What follows belongs to an exercise in optimizing a design on an open flow for small area, a short achievable clock period and few clock cycles; a production flow would make more cautious choices. The RTL was checked by simulation tests, not by an equivalence proof against the original design. Power is estimated from default activity; no workload was simulated.

// fha_sponge
module fha_sponge (
    input  wire        clk,
    input  wire        rst,         
    input  wire        bus_we,
    input  wire [1:0]  bus_addr,
    input  wire [31:0] bus_wdata,
    output reg  [31:0] bus_rdata
);
Settings: LEC_CHECK=0, ABC_AREA=1, ABC_CLOCK_PERIOD_IN_PS=9000, CAP_MARGIN=30, CORE_MARGIN=2, CORE_UTILIZATION=40, CTS_CLUSTER_DIAMETER=60, CTS_CLUSTER_SIZE=25, SLEW_MARGIN=30; clock period 20.0 ns.
standard.sh (not shown) runs the stock make flow with config.mk's settings and CLKGATE_MAP_FILE= SYNTH_SCRIPT=/design/flow/synth_recipe.tcl, a recipe that flattens the netlist after the stock synthesis.
==> flow/flow/run.sh <==
#!/bin/bash
# Standard layout, with timing repair aiming for a setup slack of 11 ns
# (a tighter target than the 20 ns clock) so the achieved period improves.
set -euo pipefail
bash standard.sh SETUP_SLACK_MARGIN=11 finish > layout.log 2>&1
The first run finished clean.
Testbench counts at the start, summed over its fixed seeds: cycles 36,595.
Edit:
--- a/flow/flow/run.sh
+++ b/flow/flow/run.sh
@@ -4,2 +4,2 @@
 set -euo pipefail
-bash standard.sh SETUP_SLACK_MARGIN=11 finish > layout.log 2>&1
+bash standard.sh SETUP_SLACK_MARGIN=11.3 finish > layout.log 2>&1
Settings changed: ABC_AREA 1 to default.
After rerunning: Utilization falls by 0.12 points. Routed wire length drops by a little under a tenth. Total power climbs by well over a third. Via count fell by a little under a tenth. Count of clock-buffer cells in the layout fell by 21. Setup slack is better by 96 ps. Register-to-register slack gains 220 ps. Critical path depth stays the same. Fmax climbs slightly. Non-clock buffer count came out higher by 8.
Edit:
--- a/flow/flow/run.sh
+++ b/flow/flow/run.sh
@@ -4,2 +4,2 @@
 set -euo pipefail
-bash standard.sh SETUP_SLACK_MARGIN=11.3 finish > layout.log 2>&1
+bash standard.sh SETUP_SLACK_MARGIN=11 finish > layout.log 2>&1
Settings changed: CORE_UTILIZATION 40 to 50, CTS_CLUSTER_DIAMETER 60 to default, CTS_CLUSTER_SIZE 25 to default.
Area after synthesis does not change.
Global-route usage increases by 7.0 points.
Total power climbs by about 4%.
Final area hardly moves.
Routed wire length shrinks by 5.1%.
Critical path depth came out higher by 5.
Die area fell by about 20%.
Sequential cell count stays the same.
Final cell count shrinks by about 5.4%.
First-iteration DRC count rises by about 15%.
Clock-buffer cell count goes up by 79.
Edit:
Settings changed: CORE_UTILIZATION 50 to 40.
The changed run completed without violations.
Sequential cell count stays the same.
Critical path depth goes down by 5.
Design area climbs by about 0.9%.
Clock power is higher by about 4%.
Final cell count came out higher by 6.7%.
Wire length grows by about 4%.
Hold slack gets worse by 7.0 ps.

========
fha_sponge again, from the RTL that the note above started with.
export LEC_CHECK = 0
export ABC_CLOCK_PERIOD_IN_PS = 9000
export CAP_MARGIN = 30
export CORE_MARGIN = 2
export CORE_UTILIZATION = 40
export CTS_CLUSTER_DIAMETER = 60
export CTS_CLUSTER_SIZE = 25
export SLEW_MARGIN = 30
create_clock -name core_clock -period 20.0 [get_ports {clk}]
==> flow/flow/run.sh <==
#!/bin/bash
# Standard layout, with timing repair aiming for a setup slack of 11 ns
# (a tighter target than the 20 ns clock) so the achieved period improves.
set -euo pipefail
bash standard.sh SETUP_SLACK_MARGIN=11 finish > layout.log 2>&1
Testbench counts at the start, summed over its fixed seeds: cycles 36,595.
Next try:
==> flow/flow/run.sh (replaced) <==
#!/bin/bash
# Standard layout, with timing repair aiming for a setup slack of 11.3 ns
# (a tighter target than the 20 ns clock) so the achieved period improves.
set -euo pipefail
bash standard.sh SETUP_SLACK_MARGIN=11.3 finish > layout.log 2>&1
- CAP_MARGIN: 30 -> 10
- SLEW_MARGIN: 30 -> 10
- The changed run ran to the end with no violations
- combinational power barely changes
- cell area went up by 0.31%
- clock-buffer cell count drops by 6
- register-to-register slack gains 220 ps
- via count stays flat
- power stays flat
- wire length came out higher by 2.1%
- global-route usage goes up by 0.88 points
- setup slack improved by 64 ps
- critical path depth is unchanged

-- re-timing with driven ports --
No port has a modelled driver above. Below, the same layouts with a new extraction and two added sets of constraints.
Step 1 (the two cells are an assumption about what drives the block):
set clk [get_ports {clk}]
set_driving_cell -lib_cell sky130_fd_sc_hd__clkbuf_16 $clk
set_driving_cell -lib_cell sky130_fd_sc_hd__buf_2 [delete_from_list [all_inputs] $clk]
Step 2 times the ports against the registers' clock, not the clock port: input delays grow and output delays shrink by t, the midpoint of the rising clock arrivals with the driver on.
Three values: ideal, step 1, step 2; two values: the first two.
run	shift t [ns]	setup slack, ns	hold WS [ns]
the first run of note 1	0.912	11.059 / 11.026 / 10.433	0.374 / 0.374 / 0.374
the second run of note 1	0.908	11.155 / 11.095 / 10.468	0.395 / 0.395 / 0.395
the third run of note 1	0.887	10.991 / 10.995 / 10.108	0.398 / 0.398 / 0.398
the fourth run of note 1	0.926	11.075 / 11.053 / 10.251	0.391 / 0.391 / 0.391
the first run of note 2	0.917	11.078 / 11.056 / 10.236	0.399 / 0.399 / 0.399
the second run of note 2	0.902	11.142 / 11.090 / 10.507	0.386 / 0.386 / 0.386
After both steps setup and hold are still met in every run listed. The setup slack of the third run of note 1, which loses most, moves by +0.004 ns with the drivers and by -0.883 ns with both steps.
